From an optimization exercise on the open Yosys and OpenROAD flow, aimed at small area, a short achievable clock period and few clock cycles; shortcuts taken in it are not production practice.
Function was checked by simulation only, so behaviour that the tests miss may differ from the original.
No activity file was given, so power comes from the tool's default toggle rates.

==> flow/design.v <==
module ldp_crc_table (
    input  wire [15:0] crc,
    input  wire [7:0]  data,
    output wire [15:0] value
);
    localparam [127:0] TB = {
        16'h8303, 16'h8183, 16'h80C3, 16'h8063,    
        16'h8033, 16'h801B, 16'h800F, 16'h8005     
    };
    wire [7:0] x = crc[15:8] ^ data;
    reg  [15:0] t;
    integer j;
    always @(*) begin
        t = 16'h0000;
        for (j = 0; j < 8; j = j + 1)
            if (x[j]) t = t ^ TB[16*j +: 16];
    end
    assign value = {crc[7:0], 8'h00} ^ t;
endmodule
module ldp_sentry #(
    parameter N = 4
) (
    input  wire [1:0] count,      
    input  wire       is_ff,      
    input  wire       is_fd,      
    input  wire       is_00,      
    output reg  [1:0] count_nx,   
    output reg        match       
);
    always @(*) begin
        count_nx = 2'd0;
        match    = 1'b0;
        case (count)
            2'd0: count_nx = is_ff ? 2'd1 : 2'd0;
            2'd1: count_nx = is_ff ? 2'd2 : 2'd0;
            2'd2: begin
                if (is_fd) begin
                    if (N == 3) match = 1'b1;
                    else        count_nx = 2'd3;
                end else if (is_ff)
                    count_nx = 2'd2;
            end
            default: begin
                if (is_00) match = 1'b1;
            end
        endcase
    end
endmodule
module ldp_fc #(
    parameter PBUF_SIZE = 64
) (
    input  wire        clk,
    input  wire        rst,           
    input  wire        cmd_valid,
    output wire        cmd_ready,
    input  wire [31:0] cmd,
    input  wire        rx_valid,
    output wire        rx_ready,
    input  wire [7:0]  rx_data,
    output wire        tx_valid,
    input  wire        tx_ready,
    output wire [7:0]  tx_data,
    output wire        po_valid,
    input  wire        po_ready,
    output wire [7:0]  po_data,
    output wire        busy,
    output wire [10:0] stat,          
    output wire [15:0] crc,
    output wire [1:0]  s3,
    output wire [1:0]  s4,
    output wire [15:0] pwp,
    output wire [15:0] alen,
    output wire [15:0] idx,
    output wire [7:0]  rid,
    output wire [15:0] rlen,
    output wire [7:0]  rinst,
    output wire [7:0]  rerr,
    output wire [15:0] rem,
    output wire [15:0] rcrc,
    output wire [15:0] nlog
);
    localparam TS = 2;
    localparam OP_CRC_CLR  = 4'h1;
    localparam OP_CRC_LD   = 4'h2;
    localparam OP_CRC_ADV  = 4'h3;
    localparam OP_CRC_FOLD = 4'h4;
    localparam OP_S3_CLR   = 4'h5;
    localparam OP_S3_FEED  = 4'h6;
    localparam OP_S4_CLR   = 4'h7;
    localparam OP_S4_FEED  = 4'h8;
    localparam OP_PB_CLR   = 4'h9;
    localparam OP_PB_PUSH  = 4'hA;
    localparam OP_ASM      = 4'hB;
    localparam OP_HUNT     = 4'hC;
    localparam OP_PARSE    = 4'hD;
    localparam [3:0] S_IDLE  = 4'd0;
    localparam [3:0] S_X     = 4'd1;    
    localparam [3:0] S_DRAIN = 4'd2;    
    localparam [3:0] S_PUSHW = 4'd3;    
    localparam [3:0] S_FOLD  = 4'd4;
    localparam [3:0] S_AH    = 4'd5;    
    localparam [3:0] S_AP    = 4'd6;    
    localparam [3:0] S_AC0   = 4'd7;
    localparam [3:0] S_AC1   = 4'd8;
    localparam [3:0] S_AW    = 4'd9;    
    localparam [3:0] S_HUNT  = 4'd10;
    localparam [3:0] S_PH    = 4'd11;   
    localparam [3:0] S_PR    = 4'd12;   
    localparam [3:0] S_PC0   = 4'd13;
    localparam [3:0] S_PC1   = 4'd14;
    localparam [3:0] S_PW    = 4'd15;   
    localparam [7:0] K_NOT_STATUS = 8'h80;
    localparam [7:0] K_BAD_CRC    = 8'h81;
    localparam [7:0] K_BAD_LENGTH = 8'h82;
    reg [3:0]   st;
    reg         busy_r, rxr, first;
    reg [3:0]   xop;                  
    reg         kclr;                 
    reg [15:0]  fcrc;                 
    reg [16:0]  cq;                   
    reg [2:0]   hc;                   
    reg [15:0]  crc_r;
    reg [1:0]   s3_r, s4_r;
    reg [6:0]   pwp_r;
    reg [8*PBUF_SIZE-1:0] ring;       
    reg [5:0]   ph;                   
    reg [5:0]   rq;                   
    reg [1:0]   ks;                   
    reg [6:0]   at;                   
    reg [6:0]   alen_r;
    reg [6:0]   idx_r;
    reg         tp, tl;               
    reg         fdone;                
    reg         fin;                  
    reg [7:0]   rid_r, rinst_r, rerr_r;
    reg [15:0]  rlen_r, rem_r, rcrc_r, nlog_r;
    reg         pf_bad, pf_cap, pf_zero;
    reg         skip;
    reg [7:0]   kind;
    reg         alert, match_f, cmderr;
    reg         cb_crc;               
    reg         cb_wr;                
    reg         tx_v;
    reg [7:0]   tx_d;
    reg         q0_v, q1_v;           
    reg [7:0]   q0, q1;
    assign busy      = busy_r;
    assign cmd_ready = !busy_r;
    assign stat      = {cmderr, match_f, alert, kind};
    assign crc       = crc_r;
    assign s3        = s3_r;
    assign s4        = s4_r;
    assign pwp       = {9'd0, pwp_r};
    assign alen      = {9'd0, alen_r};
    assign idx       = {9'd0, idx_r};
    assign rid       = rid_r;
    assign rlen      = rlen_r;
    assign rinst     = rinst_r;
    assign rerr      = rerr_r;
    assign rem       = rem_r;
    assign rcrc      = rcrc_r;
    assign nlog      = nlog_r;
    assign tx_valid  = tx_v;
    assign tx_data   = tx_d;
    assign po_valid  = q0_v;
    assign po_data   = q0;
    assign rx_ready  = rxr;
    wire rx_fire = rxr && rx_valid;
    wire po_fire = q0_v && po_ready;
    wire load    = !tx_v || tx_ready;    
    wire [3:0] op     = cmd[31:28];
    wire       z27_17 = (cmd[27:17] == 11'd0);
    wire       z16    = !cmd[16];
    wire       z15_8  = (cmd[15:8] == 8'd0);
    wire       z7_0   = (cmd[7:0] == 8'd0);
    reg        cmd_ok;
    always @(*) begin
        case (op)
            OP_CRC_CLR, OP_CRC_FOLD, OP_S3_CLR, OP_S4_CLR, OP_PB_CLR, OP_HUNT:
                cmd_ok = z27_17 && z16 && z15_8 && z7_0;
            OP_CRC_ADV, OP_S3_FEED, OP_S4_FEED, OP_PB_PUSH:
                cmd_ok = z27_17 && z16 && z15_8;
            OP_CRC_LD, OP_ASM:
                cmd_ok = z27_17 && z16;
            OP_PARSE:
                cmd_ok = z27_17;
            default:
                cmd_ok = 1'b0;
        endcase
    end
    wire cmd_fire = cmd_valid && !busy_r;
    wire pb_full  = pwp_r[6];
    wire [15:0] crc_adv;
    ldp_crc_table u_crc (.crc(cb_wr ? fcrc : crc_r), .data(cb_wr ? cq[7:0] : tx_d),
                         .value(crc_adv));
    wire [15:0] crc_eff = cb_crc ? crc_adv : crc_r;
    wire wr_now = cb_wr && (ph == 6'd0 || pwp_r == 7'd1);
    always @(posedge clk)
        ring <= {ring[8*PBUF_SIZE-9:0], wr_now ? cq[7:0] : ring[8*PBUF_SIZE-1 -: 8]};
    wire [5:0] ph_nx = wr_now ? 6'd0 : ph + 6'd1;
    wire [5:0] rp_0  = ph_nx + pwp_r[5:0] - 6'd1;    
    wire       push_ok_nx = (pwp_r == 7'd0) || wr_now || (ph == 6'd63);
    wire       hit   = &rq[TS-1:0];
    wire [5:0] tap_s = {rq[5:TS], {TS{1'b1}}};
    wire [7:0] tap_b = ring[8*tap_s +: 8];
    wire       rq_last = (rq == ph);                  
    function [2:0] flags(input [7:0] b);
        flags = {b == 8'hFF, b == 8'hFD, b == 8'h00};
    endfunction
    wire [2:0] f_cq = flags(cq[7:0]);
    wire [2:0] f_rx = flags(rx_data);
    wire [2:0] f_pq = flags(tx_d);
    wire [1:0] s3c_nx, s3r_nx, s3p_nx, s4c_nx, s4r_nx, ks_nx;
    wire       s3c_m, s3r_m, s3p_m, s4c_m, s4r_m, ks_m;
    ldp_sentry #(.N(3)) u_s3c (.count(s3_r), .is_ff(f_cq[2]), .is_fd(f_cq[1]), .is_00(f_cq[0]),
                               .count_nx(s3c_nx), .match(s3c_m));
    ldp_sentry #(.N(3)) u_s3r (.count(s3_r), .is_ff(f_rx[2]), .is_fd(f_rx[1]), .is_00(f_rx[0]),
                               .count_nx(s3r_nx), .match(s3r_m));
    ldp_sentry #(.N(3)) u_s3p (.count(s3_r), .is_ff(f_pq[2]), .is_fd(f_pq[1]), .is_00(f_pq[0]),
                               .count_nx(s3p_nx), .match(s3p_m));
    ldp_sentry #(.N(4)) u_s4c (.count(s4_r), .is_ff(f_cq[2]), .is_fd(f_cq[1]), .is_00(f_cq[0]),
                               .count_nx(s4c_nx), .match(s4c_m));
    ldp_sentry #(.N(4)) u_s4r (.count(s4_r), .is_ff(f_rx[2]), .is_fd(f_rx[1]), .is_00(f_rx[0]),
                               .count_nx(s4r_nx), .match(s4r_m));
    ldp_sentry #(.N(3)) u_ks  (.count(ks), .is_ff(f_cq[2]), .is_fd(f_cq[1]), .is_00(f_cq[0]),
                               .count_nx(ks_nx), .match(ks_m));
    reg [7:0] a_hdr;
    always @(*) begin
        case (hc)
            3'd1:    a_hdr = 8'hFF;
            3'd2:    a_hdr = 8'hFD;
            3'd3:    a_hdr = 8'h00;
            3'd4:    a_hdr = cq[15:8];           
            3'd5:    a_hdr = {1'b0, alen_r};
            3'd6:    a_hdr = 8'h00;
            default: a_hdr = cq[7:0];            
        endcase
    end
    wire [15:0] rlen_m4 = rlen_r - 16'd4;
    wire need_p  = !(tp && (s3p_m || tl));
    wire fetch   = (st == S_AP) && load && need_p && hit && !fdone;
    reg [3:0] sn;           
    reg       q0v_n, q1v_n;
    always @(posedge clk) begin
        if (rst) begin
            st      <= S_IDLE;
            busy_r  <= 1'b0;
            rxr     <= 1'b0;
            first   <= 1'b0;
            crc_r   <= 16'h0000;
            s3_r    <= 2'd0;
            s4_r    <= 2'd0;
            pwp_r   <= 7'd0;
            ph      <= 6'd0;
            ks      <= 2'd0;
            at      <= 7'd3;
            alen_r  <= 7'd0;
            idx_r   <= 7'd0;
            rid_r   <= 8'h00;
            rlen_r  <= 16'h0000;
            rinst_r <= 8'h00;
            rerr_r  <= 8'h00;
            rem_r   <= 16'h0000;
            rcrc_r  <= 16'h0000;
            nlog_r  <= 16'h0000;
            kind    <= 8'h00;
            alert   <= 1'b0;
            match_f <= 1'b0;
            cmderr  <= 1'b0;
            kclr    <= 1'b0;
            fcrc    <= 16'h0000;
            cb_crc  <= 1'b0;
            cb_wr   <= 1'b0;
            tx_v    <= 1'b0;
            q0_v    <= 1'b0;
            q1_v    <= 1'b0;
        end else begin
            sn = st;
            first <= cmd_fire;
            cb_crc <= 1'b0;
            if (cb_crc)
                crc_r <= crc_adv;
            kclr <= 1'b0;
            if (wr_now) begin
                cb_wr <= 1'b0;
                fcrc  <= crc_adv;
                ks    <= ks_nx;
                at    <= at + (ks_m ? 7'd2 : 7'd1);
            end
            if (kclr) begin
                fcrc <= 16'h0000;
                ks <= 2'd0;
                at <= 7'd3;
            end
            ph <= ph_nx;
            if (!fetch)
                rq <= rq + 6'd1;
            q0v_n = q0_v;
            q1v_n = q1_v;
            if (po_fire) begin
                q0    <= q1;
                q0v_n = q1_v;
                q1v_n = 1'b0;
            end
            case (st)
            S_IDLE: begin
                cq    <= cmd[16:0];
                xop   <= op;
                tx_d  <= 8'hFF;                  
                rq    <= rp_0;                   
                hc    <= 3'd1;
                tp    <= 1'b0;
                fdone <= 1'b0;
                skip  <= 1'b0;
                if (cmd_fire) begin
                    kind    <= 8'h00;
                    alert   <= 1'b0;
                    match_f <= 1'b0;
                    cmderr  <= !cmd_ok || (op == OP_PB_PUSH && pb_full);
                    if (cmd_ok) begin
                        case (op)
                            OP_CRC_CLR, OP_CRC_LD, OP_CRC_ADV, OP_S3_FEED, OP_S4_FEED,
                            OP_S3_CLR, OP_S4_CLR:
                                sn = S_X;
                            OP_CRC_FOLD: if (pwp_r != 7'd0)
                                sn = S_FOLD;
                            OP_PB_CLR: begin
                                pwp_r <= 7'd0;
                                kclr  <= 1'b1;
                            end
                            OP_PB_PUSH: if (!pb_full) begin
                                pwp_r <= pwp_r + 7'd1;
                                cb_wr <= 1'b1;
                                if (!push_ok_nx)
                                    sn = S_PUSHW;
                            end
                            OP_ASM: begin
                                tx_v <= 1'b1;
                                sn   = S_AH;
                            end
                            OP_HUNT:     sn = S_HUNT;
                            OP_PARSE:    sn = S_PH;
                            default: ;
                        endcase
                    end
                end
            end
            S_X: begin
                sn = S_IDLE;
                case (xop)
                    OP_CRC_LD:  crc_r <= cq[15:0];
                    OP_CRC_ADV: begin
                        tx_d   <= cq[7:0];
                        cb_crc <= 1'b1;
                        sn     = S_DRAIN;
                    end
                    OP_S3_FEED: begin
                        s3_r    <= s3c_nx;
                        match_f <= s3c_m;
                    end
                    OP_S4_FEED: begin
                        s4_r    <= s4c_nx;
                        match_f <= s4c_m;
                    end
                    OP_CRC_CLR:  crc_r <= 16'h0000;
                    OP_S3_CLR:   s3_r  <= 2'd0;
                    default: s4_r  <= 2'd0;
                endcase
            end
            S_DRAIN: sn = S_IDLE;
            S_PUSHW: if (wr_now)
                sn = S_IDLE;
            S_FOLD: if (first && crc_r == 16'h0000) begin
                crc_r <= fcrc;
                sn    = S_IDLE;
            end else if (hit) begin
                rq     <= rq;
                tx_d   <= tap_b;
                cb_crc <= 1'b1;
                if (rq_last)
                    sn = S_DRAIN;
            end
            S_AH: begin
                if (first) begin
                    crc_r  <= 16'h0202;           
                    s3_r   <= 2'd0;
                    idx_r  <= pwp_r;
                end
                if (hc == 3'd1)
                    alen_r <= at;
                if (load) begin
                    tx_d   <= a_hdr;
                    cb_crc <= 1'b1;
                    hc     <= hc + 3'd1;
                    fin    <= 1'b0;
                    if (hc == 3'd7)
                        sn = (pwp_r == 7'd0) ? S_AC0 : S_AP;
                end
            end
            S_AP: if (load) begin
                if (tp)
                    s3_r <= s3p_nx;
                tp <= 1'b0;
                if (tp && s3p_m) begin
                    tx_d   <= 8'hFD;
                    tx_v   <= 1'b1;
                    cb_crc <= 1'b1;
                    fin    <= tl;
                end else if (tp && tl) begin
                    tx_d <= crc_eff[7:0];
                    sn   = S_AC1;
                end else if (fin) begin
                    tx_d <= crc_eff[7:0];
                    tx_v <= 1'b1;
                    sn   = S_AC1;
                end else if (fetch) begin
                    tx_d   <= tap_b;
                    tx_v   <= 1'b1;
                    cb_crc <= 1'b1;
                    tp     <= 1'b1;
                    tl     <= rq_last;
                    fdone  <= rq_last;
                end else
                    tx_v <= 1'b0;
            end
            S_AC0: if (load) begin
                tx_d <= crc_eff[7:0];
                tx_v <= 1'b1;
                sn   = S_AC1;
            end
            S_AC1: if (load) begin
                tx_d <= crc_r[15:8];
                sn   = S_AW;
            end
            S_AW: if (load) begin
                tx_v <= 1'b0;
                sn   = S_IDLE;
            end
            S_HUNT: if (rx_fire) begin
                s4_r <= s4r_nx;
                if (s4r_m) begin
                    match_f <= 1'b1;
                    sn      = S_IDLE;
                end
            end
            S_PH: begin
                if (first) begin
                    crc_r  <= 16'h0E28;
                    s3_r   <= 2'd0;
                    rcrc_r <= 16'h0000;
                    nlog_r <= 16'h0000;
                end
                pf_bad  <= (rlen_r < 16'd4);
                pf_cap  <= cq[16] && (rlen_m4 != cq[15:0]);
                pf_zero <= (rlen_r == 16'd4);
                if (rx_fire) begin
                    tx_d   <= rx_data;
                    cb_crc <= 1'b1;
                    hc     <= hc + 3'd1;
                    case (hc)
                        3'd1: rid_r        <= rx_data;
                        3'd2: rlen_r[7:0]  <= rx_data;
                        3'd3: rlen_r[15:8] <= rx_data;
                        3'd4: rinst_r      <= rx_data;
                        default: begin
                            rerr_r <= rx_data;
                            if (rinst_r != 8'h55) begin
                                kind  <= K_NOT_STATUS;
                                rem_r <= 16'h0000;
                                sn    = S_DRAIN;
                            end else if (pf_bad) begin
                                kind  <= K_BAD_LENGTH;
                                rem_r <= 16'h0000;
                                sn    = S_DRAIN;
                            end else begin
                                rem_r <= rlen_m4;
                                if (pf_cap) begin
                                    kind <= K_BAD_LENGTH;
                                    sn   = S_DRAIN;
                                end else if (pf_zero)
                                    sn = S_PC0;
                                else
                                    sn = S_PR;
                            end
                        end
                    endcase
                end
            end
            S_PR: if (rx_fire) begin
                tx_d   <= rx_data;
                cb_crc <= 1'b1;
                rem_r  <= rem_r - 16'd1;
                if (skip) begin
                    skip <= 1'b0;
                end else begin
                    nlog_r <= nlog_r + 16'd1;
                    s3_r   <= s3r_nx;
                    skip   <= s3r_m;
                    if (!q0v_n) begin
                        q0    <= rx_data;
                        q0v_n = 1'b1;
                    end else begin
                        q1    <= rx_data;
                        q1v_n = 1'b1;
                    end
                end
                if (rem_r == 16'd1)
                    sn = S_PC0;
            end
            S_PC0: if (rx_fire) begin
                rcrc_r[7:0] <= rx_data;
                sn          = S_PC1;
            end
            S_PC1: if (rx_fire) begin
                rcrc_r[15:8] <= rx_data;
                if ({rx_data, rcrc_r[7:0]} != crc_r) begin
                    kind <= K_BAD_CRC;
                end else if (rerr_r[6:0] != 7'd0) begin
                    kind  <= {1'b0, rerr_r[6:0]};
                    alert <= rerr_r[7];
                end
                sn = q0v_n ? S_PW : S_IDLE;
            end
            default: if (!q0v_n)         
                sn = S_IDLE;
            endcase
            st     <= sn;
            q0_v   <= q0v_n;
            q1_v   <= q1v_n;
            busy_r <= (sn != S_IDLE);
            rxr    <= (sn == S_HUNT) || (sn == S_PH) || (sn == S_PC0) ||
                      (sn == S_PC1) || ((sn == S_PR) && !q1v_n);
        end
    end
endmodule
==> flow/flow/run.sh <==
#!/bin/bash
# The standard layout, with these changes to how it is made:
#  * every input and output port is buffered as usual, with buf_1 cells;
#  * clock tree synthesis does not add dummy loads (its other arguments are
#    the standard ones: sink clustering, clock-net repair, the buffer list).
# Clock period, constraints and every other step are the standard ones.
set -euo pipefail
export BUFFER_PORTS_ARGS='-inputs -outputs -buffer_cell sky130_fd_sc_hd__buf_1'
export CTS_ARGS='-sink_clustering_enable -repair_clock_nets -buf_list {sky130_fd_sc_hd__clkbuf_4 sky130_fd_sc_hd__clkbuf_8} -dont_use_dummy_load'
sed 's/SETUP_SLACK_MARGIN=[0-9.]*/SETUP_SLACK_MARGIN=6.5/' standard.sh > standard_tight.sh
bash standard_tight.sh > standard_tight.log 2>&1
==> flow/standard.sh <==
#!/bin/bash
# synth_recipe.tcl (not shown) runs the flow's synth.tcl, then flattens the netlist and writes it again
# the make line also repeats each setting of config.mk as NAME=value (left out here)
make -C /OpenROAD-flow-scripts/flow DESIGN_CONFIG=/design/flow/config.mk WORK_HOME=/design/flow/orfs CLKGATE_MAP_FILE= SYNTH_SCRIPT=/design/flow/synth_recipe.tcl "${@:-finish}"
==> flow/config.mk <==
export PLATFORM = sky130hd
export DESIGN_NAME = ldp_fc
export DESIGN_NICKNAME = ldp_fc
export VERILOG_FILES = /design/flow/design.v
export SDC_FILE = /design/flow/constraint.sdc
export NUM_CORES = 4
export LEC_CHECK = 0
export CAP_MARGIN = 20
export CORE_MARGIN = 2
export CORE_UTILIZATION = 40
export CTS_BUF_LIST = sky130_fd_sc_hd__clkbuf_4 sky130_fd_sc_hd__clkbuf_8
export SETUP_SLACK_MARGIN = 5
export SLEW_MARGIN = 20
==> flow/constraint.sdc <==
create_clock -name core_clock -period 10.0 [get_ports {clk}]
set_input_delay 2.0000 -clock core_clock [delete_from_list [all_inputs] [get_ports {clk}]]
set_output_delay 2.0000 -clock core_clock [all_outputs]
set_load 0.01 [all_outputs]
==> impl_results.md, run 1 <==
- EDFF count, synth: 62
- Die Wd: between 200 and 300 um
- Slew of the pin with the lowest slew margin: 1.07 ns
- Unrepaired setup endpoints after global routing: true
- Initial antenna violation count: 1
- Startpoint Class: input pin
- Critical Path RT: between 10 and 15 ns
- Max Cap Viol: 0
- PortBufs: ~210
- CTS Sinks: 758
- CTS Buffer Depth: 3
- Layout cells sized above 1: 10.8%
- Mapped Cells: about 2300
- Synthesized flop and latch total: 758
- Post-Syn Area: approximately 25000 sq um
- Hold WC Path Type: flop to flop
- Worst Slack Setup Final: between 6 and 7 ns
- Post-route setup TNS: 0 ns
- Vias in the first global route: 17500
- P&R area growth vs syn: 13.1%
- Final core utilization: 45.7%
- Layout Skew: slightly above 0.08 ns
- Via density: 5.34
- Final Max Tran Viols: 0
- Period utilization: a little over a third
- Total Power: roughly 5300 uW
- DRC Markers: 0
- Final Hold Viols: 0
- Iter 0 DRT Violations: 1615
- Final nets: about 2600
- Delay of the slowest critical-path stage: approximately 0.56 ns
- Total power divided by cell area: between 150 and 200 nW/um^2
- GRT Total Usage: about a fifth
- Core region area: 63000 sq um
- Final setup vio count: 0
- Synth top area share: approximately 55%
- Fmax: 283 MHz
- Crit path DAT: roughly 4.2 ns
- Antenna viol nets, final: 0
- Post-synthesis async set-or-reset flop share: 0%
- Clock H-tree levels: 3
- TritonCTS clock tree: yes
- Clk slew on worst S/H paths: around 0.06 ns
- Worst VDD drop: 95.5 uV
- Ys flop type: dfxtp_1
- Synth top cells by count: dfxtp_1, nor2_1, nand2_1, a21oi_1, o21ai_0
- Cell variety after synth: 84
- Sequential element share of the synthesized area: between 60% and 70%
- Routed wire per std cell: about 21 um
- Status: timing/DRC/antenna clean
- Mean post-synth cell area: between 10 and 15 sq um
- Placement Setup Slack: roughly 5.4 ns
- Dominant cells by area after synthesis: dfxtp_1, edfxtp_1, mux4_2, nor2_1, mux2i_1
- DP HPWL: ~48 mm
- Most frequent cell after synthesis: dfxtp_1
- GR Overflow Total: 0
- Critical-path top delay cell: or4_4
- CP Cell Sequence: buf_2, or4_4, nor2_4, a41oi_2, a211o_1, nor4_4, o21ai_2, o211a_1, nor3_1
- Max FO, Critical Path: 13
- Leakage power: 0.0108 uW
- CP Capture Type: flop
- CTS root buf: clkbuf_8
- Routability cong.: roughly 0.96
- First-pass iteration count of the detailed router: 6
- Die outline height: roughly 260 um
- Cell row count: roughly 90
- Largest net degree at the start of global routing: 62
- Clk Latency, worst-skew pair: roughly 0.7 ns
- First-pass GRT wire length: roughly 110 mm
- Yosys warning total: 4
- Vias: 18000
- CP Class: input pin to flop
- Rel. slew slack: 28.5%
- Die area: about 66000 sq um
- Final wirelength: between 70 and 80 mm
- Antenna cell count: 0
- IO Count: 234
- CTS Hold Buffers Added: 0
- Yosys top cell by area: dfxtp_1
- CTS Buf Count: 113
- Final Critical Period: around 3.5 ns
- Starting Density: 40.4%
## cell type report
type	instances	area [sq um]
Inverter	51	191
Sequential cell	758	15800
Fill cell	5909	34200
Timing Repair Buffer	244	1120
Multi-Input combinational cell	1364	9040
Tap cell	846	1060
Clock buffer	113	1560
## metrics by stage
step / instance area [sq um] / hold slack [ns] / instances
4_1_cts: 28600 / 0.277 / 3371
2_1_floorplan: 25600 / 0.310 / 2317
6_report: 28800 / 0.274 / 3376
3_5_place_dp: 26900 / 0.312 / 3252
5_1_grt: 28800 / 0.279 / 3376
3_3_place_gp: 26900 / 0.310 / 3252
## path summary, 6_finish.rpt
kind / to / startpoint / cells after the start / slack (ns)
setup / recovery: rxr / rx_data[0] / 9 / 6.46
hold / removal: ring[21] / ring[13] / 0 / 0.27
setup reg to reg: tx_d[0] / hc[0] / 9 / 6.57
hold reg to reg: ring[21] / ring[13] / 0 / 0.27
## kinds of logic after synthesis
kind of cell | Yosys count | synth area share (%)
other cells | 1 | 0.0147
mux | 114 | 6.45
simple gates | 702 | 13.0
buf+inv | 195 | 3.49
xor+xnor | 118 | 4.15
fa+ha+maj | 30 | 1.53
compound gates | 373 | 9.25
flops | 758 | 62.1
## where the power goes
| part | switching [uW] | internal (uW) |
|---|---|---|
| combinational | 133 | 76.5 |
| clock | 1010 | 989 |
| sequential | 35.7 | 3080 |
## layout by cell type (no fill, tap or decap), drive strengths merged, types with 10 or more instances in the layout
cell	n
or3	12
edfxtp	62
xor2	75
a222oi	10
nand3	72
a211oi	17
nand2	194
xnor2	42
nor2b	12
and2	13
mux2i	74
ha	28
a21oi	123
mux4	40
nor4	27
a22oi	16
dfxtp	696
o21ai	93
inv	50
nor2	236
nand2b	20
nand4	20
buf	237
nor3	40
conb	27
clkbuf	120
## what timing repair did
item,CTS,global route
gates resized for setup,36,30
gates cloned,0,1
setup endpoints to repair,46,47
pin swaps,5,11
setup buffers,6,4
## critical path, delay by kind of cell
kind	cells	cell delay (ns)
simple gates	4	1.11
compound gates	4	0.84
buf+inv	1	0.22
## registers in the layout (all words and copies together) (netlist names), 8 cells and up
| signal | count |
|---|---|
| q1 | 8 |
| rinst_r | 8 |
| fcrc | 16 |
| rcrc_r | 16 |
| q0 | 8 |
| cq | 17 |
| rerr_r | 8 |
| tx_d | 8 |
| rem_r | 16 |
| ring | 512 |
| rid_r | 8 |
| kind | 8 |
| crc_r | 16 |
| nlog_r | 16 |
| rlen_r | 16 |
## routing by layer
| metal | track usage (%) | vias up | share of wire (%) |
|---|---|---|---|
| li1 | - | 8339 | - |
| met1 | 26.6 | 8688 | 42 |
| met2 | 33.6 | 822 | 46 |
| met3 | 5.13 | 176 | 7.8 |
| met4 | 9.63 | 0 | 4.1 |
| met5 | 0 | - | 0 |
Testbench counts, summed over its fixed seeds: cycles 14,027.
==> run 2, diff against run 1 <==
--- a/flow/config.mk
+++ b/flow/config.mk
@@ -5,6 +5,7 @@
 export SDC_FILE = /design/flow/constraint.sdc
 export NUM_CORES = 4
 export LEC_CHECK = 0
+export ABC_CLOCK_PERIOD_IN_PS = 2500
 export CAP_MARGIN = 20
 export CORE_MARGIN = 2
 export CORE_UTILIZATION = 40
==> run 2 against run 1 <==
Compared with the run above:
- still clean
- clock-buffer cell count unchanged
- synthesized cell count unchanged
- flip-flop and latch count unchanged
- via count unchanged
==> impl_results.md, run 2 <==
- Initial antenna violation count: 1 (unchanged)
- Placed Cells: 3252 (unchanged)
- Met1 WL: 29.4 mm (unchanged)
- GRT Total Usage: 20.9% (unchanged)
- First-pass iteration count of the detailed router: 6 (unchanged)
- Hold Path Depth: 0 (unchanged)
- DP HPWL: 48.4 mm (unchanged)
- Highest routed layer: met4
- Post-synthesis mux area share: 6.45% (unchanged)
- Final core utilization: 45.7% (unchanged)
- Final setup vio count: 0 (unchanged)
- Total power divided by cell area: 185 nW/um^2 (unchanged)
- Commonest non-fill, non-tap cell in the layout: dfxtp_1
- R2R cell count: 9 (unchanged)
- Clock H-tree levels: 3 (unchanged)
- Fillers: 5909 (unchanged)
- Layout Skew: 0.0807 ns (unchanged)
- Most frequent cell after synthesis: dfxtp_1
- Compound-Gate Fraction of Synth Area: 9.25% (unchanged)
- CTS root buf: clkbuf_8
- Vias in the first global route: 17500 (unchanged)
- First-pass GRT wire length: 107 mm (unchanged)
- Leading cell types in the layout, fill and taps excluded: dfxtp_1, nor2_1, nand2_1
- Starting Density: 40.4% (unchanged)
- Antenna cell count: 0 (unchanged)
- Via density: 5.34 (unchanged)
- CP Class: input pin to flop
- P_sw: 1180 uW (unchanged)
- FF+latch area: 15800 sq um (unchanged)
- Comb power frac: 3.9% (about the same)
- Antenna viol nets, final: 0 (unchanged)
- Routed wire per std cell: 20.8 um (unchanged)
- Die Wd: 256 um (unchanged)
- GR Overflow Total: 0 (unchanged)
- TritonCTS clock tree: yes
- Iter 0 DRT Violations: 1615 (unchanged)
- Status: timing/DRC/antenna clean
- Vias: 18000 (unchanged)
- CP Capture Type: flop
- Clk Latency, worst-skew pair: 0.71 ns (about the same)
- Dominant cells by area after synthesis: dfxtp_1, edfxtp_1, mux4_2, nor2_1, mux2i_1
- DRC Markers: 0 (unchanged)
- Critical R2R Launch: hc[0]
- Largest net degree at the start of global routing: 62 (unchanged)
- Routability cong.: 0.965 (unchanged)
- Yosys top cell by area: dfxtp_1
- Largest family of logic cells by synthesized area: simple AND/OR/NAND/NOR gates
- Post-Syn Area: 25400 sq um (unchanged)
- CTS Buf Count: 113 (unchanged)
- IO Count: 234 (unchanged)
- Period utilization: 35.4% (unchanged)
- Synth top area share: 54.8% (unchanged)
- Final wirelength: 70.4 mm (unchanged)
- Leakage power: 0.0108 uW (unchanged)
- Hold Crit Start: ring[13]
- CTS Hold Buffers Added: 0 (unchanged)
- Ys flop type: dfxtp_1
- Hold Crit Endpoint: ring[21]
- XOR/XNOR share of the synthesized area: 4.15% (unchanged)
- Non-Filler Instances: 3376 (unchanged)
- Internal: 4150 uW (unchanged)
- Core region area: 63000 sq um (unchanged)
- Critical Path RT: 10.63 ns (about the same)
- Clock share of power: 37.5% (about the same)
- R2R Setup Slk: 6.57 ns (about the same)
- Crit path DAT: 4.17 ns (about the same)
- Layout cells sized above 1: 10.8% (unchanged)
- Fmax: 283 MHz (unchanged)
- RR Endpoint: tx_d[0]
- Synthesized flop and latch total: 758 (unchanged)
- Biggest register: ring
- Sequential element share of the synthesized area: 62.1% (unchanged)
- CTS Buffer Depth: 3 (unchanged)
- Final Critical Period: 3.54 ns (unchanged)
- Max FFs per register: 512 (unchanged)
- Post-synthesis async set-or-reset flop share: 0% (unchanged)
- Die area: 65600 sq um (unchanged)
- Met3 wire length: 5.50 mm (unchanged)
- Startpoint Class: input pin
- Slew of the pin with the lowest slew margin: 1.07 ns (unchanged)
- CTS Sinks: 758 (unchanged)
- Final Hold Viols: 0 (unchanged)
- EDFF count, synth: 62 (unchanged)
- Hold WC Path Type: flop to flop
- Max FO, Critical Path: 13 (unchanged)
- Yosys warning total: 4 (unchanged)
- Sw Ratio: 22.1% (unchanged)
- Synth Area in Simple Gates: 13.0% (unchanged)
- Final nets: 2608 (unchanged)
- Mapped Cells: 2291 (unchanged)
- Max Cap Viol: 0 (unchanged)
- Area of the multi-input gates: 9040 sq um (unchanged)
- Die outline height: 256 um (unchanged)
- Final Max Tran Viols: 0 (unchanged)
- Largest registers: ring (512), cq (17)
- Post-route setup TNS: 0 ns (unchanged)
- Cell row count: 92 (unchanged)
- Synth top cells by count: dfxtp_1, nor2_1, nand2_1, a21oi_1, o21ai_0
- Rel. slew slack: 28.5% (unchanged)
- Worst VDD drop: 95.5 uV (unchanged)
- Cell variety after synth: 84 (unchanged)
- Clk slew on worst S/H paths: 0.06 ns (about the same)
- DR WL met2: 32.6 mm (unchanged)
- P&R area growth vs syn: 13.1% (unchanged)
- Seq pwr share: 58.6% (about the same)
- Mean post-synth cell area: 11.1 sq um (unchanged)
- Unrepaired setup endpoints after global routing: true
- Final Hold Slack: 0.274 ns (unchanged)
- Adder-Cell Fraction of Synth Area: 1.53% (unchanged)
- PortBufs: 206 (unchanged)
==> run 2: cell counts in the layout (fill, tap and decap cells not counted) <==
Identical to the previous run, type by type.
==> run 2: critical path: stages <==
cell	delay, ns
buf_2	0.22
or4_4	0.56
nor2_4	0.17
a41oi_2	0.17
a211o_1	0.30
nor4_4	0.19
o21ai_2	0.13
o211a_1	0.24
nor3_1	0.19
==> run 2: cell families (layout without fill, tap and decap cells) <==
logic type               count (synthesis)  in the layout
AND/OR/NAND/NOR                        702            702
AO/OA/AOI/OAI                          373            373
other                                    1             27
buffers and inverters                  195            408
multiplexers                           114            114
XOR/XNOR                               118            118
adder cells (fa/ha/maj)                 30             30
flip-flops                             758            758
==> run 2: area by class of cell <==
| type | instances | area share [%] |
|---|---|---|
| Inverter | 51 | 0.665 |
| Clock buffer | 113 | 5.40 |
| Timing Repair Buffer | 244 | 3.90 |
| Sequential cell | 758 | 54.9 |
| Tap cell | 846 | 3.68 |
| Multi-Input combinational cell | 1364 | 31.4 |
==> run 2: repair_timing <==
item                                    4_1_cts  5_1_grt
pin swaps                                     5       11
gates cloned                                  0        1
endpoints found under the setup margin       46       47
buffers inserted                              6        4
gates resized for setup                      36       30
==> run 2: through the flow <==
step / instance area [sq um] / power, uW / setup slack, ns
2_1_floorplan: 25600 / 3320 / 5.98
3_3_place_gp: 26900 / 3380 / 5.43
3_5_place_dp: 26900 / 3390 / 5.36
4_1_cts: 28600 / 5390 / 6.46
5_1_grt: 28800 / 5540 / 6.39
6_report: 28800 / 5320 / 6.46
==> run 2: power by group through the flow <==
stage	Combinational [uW]	Sequential (uW)	Clock (uW)
3_3_place_gp	202	3180	0
2_1_floorplan	167	3150	0
4_1_cts	209	3120	2070
3_5_place_dp	206	3180	0
6_report	209	3120	2000
5_1_grt	228	3120	2190
==> run 2: how the worst max path moves through the flow <==
stage / startpoint / end / slack, ns / cells past startpoint
final: rx_data[0] / rxr / 6.46 / 9
after floorplan: cmd[1] / pwp_r[5] / 5.98 / 8
after detailed placement: rx_data[3] / rxr / 5.36 / 9
after global placement: rx_data[6] / kind[3] / 5.43 / 8
after CTS: cmd[5] / pwp_r[5] / 6.46 / 9
after global routing: hc[0] / tx_d[0] / 6.39 / 9
==> run 2: per-layer routing <==
metal / up-vias / track usage [%]
li1: 8339 / -
met1: 8688 / 26.6
met2: 822 / 33.6
met3: 176 / 5.13
met4: 0 / 9.63
met5: - / 0
==> run 3, diff against run 2 <==
--- a/flow/config.mk
+++ b/flow/config.mk
@@ -5,7 +5,7 @@
 export SDC_FILE = /design/flow/constraint.sdc
 export NUM_CORES = 4
 export LEC_CHECK = 0
-export ABC_CLOCK_PERIOD_IN_PS = 2500
+export ABC_CLOCK_PERIOD_IN_PS = 4000
 export CAP_MARGIN = 20
 export CORE_MARGIN = 2
 export CORE_UTILIZATION = 40
==> run 3 against run 2 <==
Compared with the run above:
- critical endpoint unchanged
- still clean
- sequential share of layout area unchanged
- clock-buffer cell count unchanged
- non-clock buffer count unchanged
- synthesized area unchanged
- clock power about the same
- critical path depth unchanged
- fmax unchanged
- synthesized cell count unchanged
==> impl_results.md, run 3 <==
- Status: timing/DRC/antenna clean
- Clock H-tree levels: 3 (unchanged)
- Ys flop type: dfxtp_1
- Layout Skew: 0.0807 ns (unchanged)
- Leading cell types in the layout, fill and taps excluded: dfxtp_1, nor2_1, nand2_1
- Final Hold Viols: 0 (unchanged)
- Sequential element share of the synthesized area: 62.1% (unchanged)
- Layout cells sized above 1: 10.8% (unchanged)
- Initial antenna violation count: 1 (unchanged)
- Starting Density: 40.4% (unchanged)
- Synthesized flop and latch total: 758 (unchanged)
- PortBufs: 206 (unchanged)
- Clk slew on worst S/H paths: 0.06 ns (about the same)
- Commonest non-fill, non-tap cell in the layout: dfxtp_1
- Cell variety after synth: 84 (unchanged)
- Synth top cells by count: dfxtp_1, nor2_1, nand2_1, a21oi_1, o21ai_0
- Max Cap Viol: 0 (unchanged)
- CP Class: input pin to flop
- Synth Area in Simple Gates: 13.0% (unchanged)
- GR Overflow Total: 0 (unchanged)
- DP HPWL: 48.4 mm (unchanged)
- Core region area: 63000 sq um (unchanged)
- Design area: 28800 sq um (unchanged)
- Period utilization: 35.4% (unchanged)
- First-pass iteration count of the detailed router: 6 (unchanged)
- Worst VDD drop: 95.5 uV (unchanged)
- Antenna viol nets, final: 0 (unchanged)
- First-pass GRT wire length: 107 mm (unchanged)
- XOR/XNOR share of the synthesized area: 4.15% (unchanged)
- Comb power frac: 3.9% (about the same)
- Biggest register: ring
- Yosys top cell by area: dfxtp_1
- Clock share of power: 37.5% (about the same)
- CTS Buffer Depth: 3 (unchanged)
- Compound-Gate Fraction of Synth Area: 9.25% (unchanged)
- Max FFs per register: 512 (unchanged)
- Crit path DAT: 4.17 ns (about the same)
- Final setup vio count: 0 (unchanged)
- Delay of the slowest critical-path stage: 0.56 ns (about the same)
- Critical-path top delay cell: or4_4
- Routability cong.: 0.965 (unchanged)
- Largest net degree at the start of global routing: 62 (unchanged)
- Crit path from: rx_data[0]
- IO Count: 234 (unchanged)
- Die Wd: 256 um (unchanged)
- Max FO, Critical Path: 13 (unchanged)
- CP Cell Sequence: buf_2, or4_4, nor2_4, a41oi_2, a211o_1, nor4_4, o21ai_2, o211a_1, nor3_1
- Slew of the pin with the lowest slew margin: 1.07 ns (unchanged)
- Hold Crit Start: ring[13]
- Internal: 4150 uW (unchanged)
- Most frequent cell after synthesis: dfxtp_1
- EDFF count, synth: 62 (unchanged)
- Leakage power: 0.0108 uW (unchanged)
- Seq pwr share: 58.6% (about the same)
- Unrepaired setup endpoints after global routing: true
- Clk Latency, worst-skew pair: 0.71 ns (about the same)
- Mean post-synth cell area: 11.1 sq um (unchanged)
- CTS root buf: clkbuf_8
- CTS Buf Count: 113 (unchanged)
- Die area: 65600 sq um (unchanged)
- Startpoint Class: input pin
- Cell row count: 92 (unchanged)
- Dpl cell area: 26900 sq um (unchanged)
- Buffers & Inverters on Critical Path: 1 (unchanged)
- Largest registers: ring (512), cq (17)
- Delay-heaviest family, CP: simple AND/OR/NAND/NOR gates
- Iter 0 DRT Violations: 1615 (unchanged)
- Post-synthesis mux area share: 6.45% (unchanged)
- Synth top area share: 54.8% (unchanged)
- Adder-Cell Fraction of Synth Area: 1.53% (unchanged)
- Final Max Tran Viols: 0 (unchanged)
- P&R area growth vs syn: 13.1% (unchanged)
- Fmax: 283 MHz (unchanged)
- DRC Markers: 0 (unchanged)
- Via density: 5.34 (unchanged)
- Final nets: 2608 (unchanged)
- Rel. slew slack: 28.5% (unchanged)
- Hold WC Path Type: flop to flop
- Final Critical Period: 3.54 ns (unchanged)
- Yosys warning total: 4 (unchanged)
- Mapped Cells: 2291 (unchanged)
- Vias in the first global route: 17500 (unchanged)
- Vias: 18000 (unchanged)
- GRT Total Usage: 20.9% (unchanged)
- P_sw: 1180 uW (unchanged)
- Critical R2R Launch: hc[0]
- Final wirelength: 70.4 mm (unchanged)
- Non-Filler Instances: 3376 (unchanged)
- Total power divided by cell area: 185 nW/um^2 (unchanged)
- Antenna cell count: 0 (unchanged)
- Post-route setup TNS: 0 ns (unchanged)
- CP Capture Type: flop
- TritonCTS clock tree: yes
- Routed wire per std cell: 20.8 um (unchanged)
- Die outline height: 256 um (unchanged)
- Post-Syn Area: 25400 sq um (unchanged)
- Sw Ratio: 22.1% (unchanged)
- Post-synthesis async set-or-reset flop share: 0% (unchanged)
- Placed Cells: 3252 (unchanged)
- Largest family of logic cells by synthesized area: simple AND/OR/NAND/NOR gates
- Dominant cells by area after synthesis: dfxtp_1, edfxtp_1, mux4_2, nor2_1, mux2i_1
- CTS Sinks: 758 (unchanged)
- Critical Path RT: 10.63 ns (about the same)
## run 3: cell counts in the layout (fill, tap and decap cells not counted)
Identical to the previous run, type by type.
## run 3: cell families after synthesis
group | Yosys count
AOI/OAI and AO/OA | 373
xor gates and xnor gates | 118
adders and majority gates | 30
buffers and inverters | 195
DFF | 758
muxes | 114
other | 1
and+or+nand+nor | 702
## run 3: per-layer routing
metal	track usage (%)	share of wire, %	vias up
li1	-	-	8339
met1	26.6	42	8688
met2	33.6	46	822
met3	5.13	7.8	176
met4	9.63	4.1	0
met5	0	0	-
## run 3: per-stage QoR
stage               util, %  power, uW  hold slack (ns)  setup WS, ns
floorplan                 -       3320            0.310          5.98
global route           45.7       5540            0.279          6.39
detailed placement     42.8       3390            0.312          5.36
CTS                    45.5       5390            0.277          6.46
finish                 45.7       5320            0.274          6.46
global placement       42.8       3380            0.310          5.43
## run 3: final timing paths
check | slack, ns | depth (start not counted) | endpoint
worst max-delay path | 6.46 | 9 | rxr
worst min-delay path | 0.27 | 0 | ring[21]
worst max register to register | 6.57 | 9 | tx_d[0]
worst min register to register | 0.27 | 0 | ring[21]
## run 3: what timing repair did
item / in CTS / in global routing
buffers inserted: 6 / 4
gates cloned: 0 / 1
resized for setup: 36 / 30
pin swaps: 5 / 11
hold buffers: 0 / 0
setup endpoints to repair: 46 / 47
## run 3: power by group through the flow
stage	combinational (uW)	clock, uW	sequential [uW]
3_5_place_dp	206	0	3180
5_1_grt	228	2190	3120
6_report	209	2000	3120
3_3_place_gp	202	0	3180
2_1_floorplan	167	0	3150
4_1_cts	209	2070	3120
## run 3: final cells by class
class / count / area [sq um]
fill: 5909 / 34200
timing repair buffer: 244 / 1120
sequential: 758 / 15800
clock buffer: 113 / 1560
inverter: 51 / 191
multi-input combinational: 1364 / 9040
tap: 846 / 1060

-- port drivers added, routing unchanged --
The results above use ideal ports. As a check the final layouts listed here were re-extracted and re-timed, cells and wires unchanged.
Step 1, drivers: a clkbuf_16 drives clk and a buf_2 each remaining input, both assumed.
Step 2 also shifts input and output timing later by t, the mid clock arrival at the registers, as if the neighbouring blocks saw the same clock.
Three values: ideal ports, drivers, drivers and shift; two values: the first two.
run	shift t [ns]	setup WS [ns]	worst register clock-pin slew, ns	worst slew at a driven data input, ns
run 1	0.728	6.462 / 6.484 / 5.767	0.07 / 0.07	0.05
run 2	0.728	6.462 / 6.484 / 5.767	0.07 / 0.07	0.05
run 3	0.728	6.462 / 6.484 / 5.767	0.07 / 0.07	0.05
After both steps setup and hold are still met in every run listed.
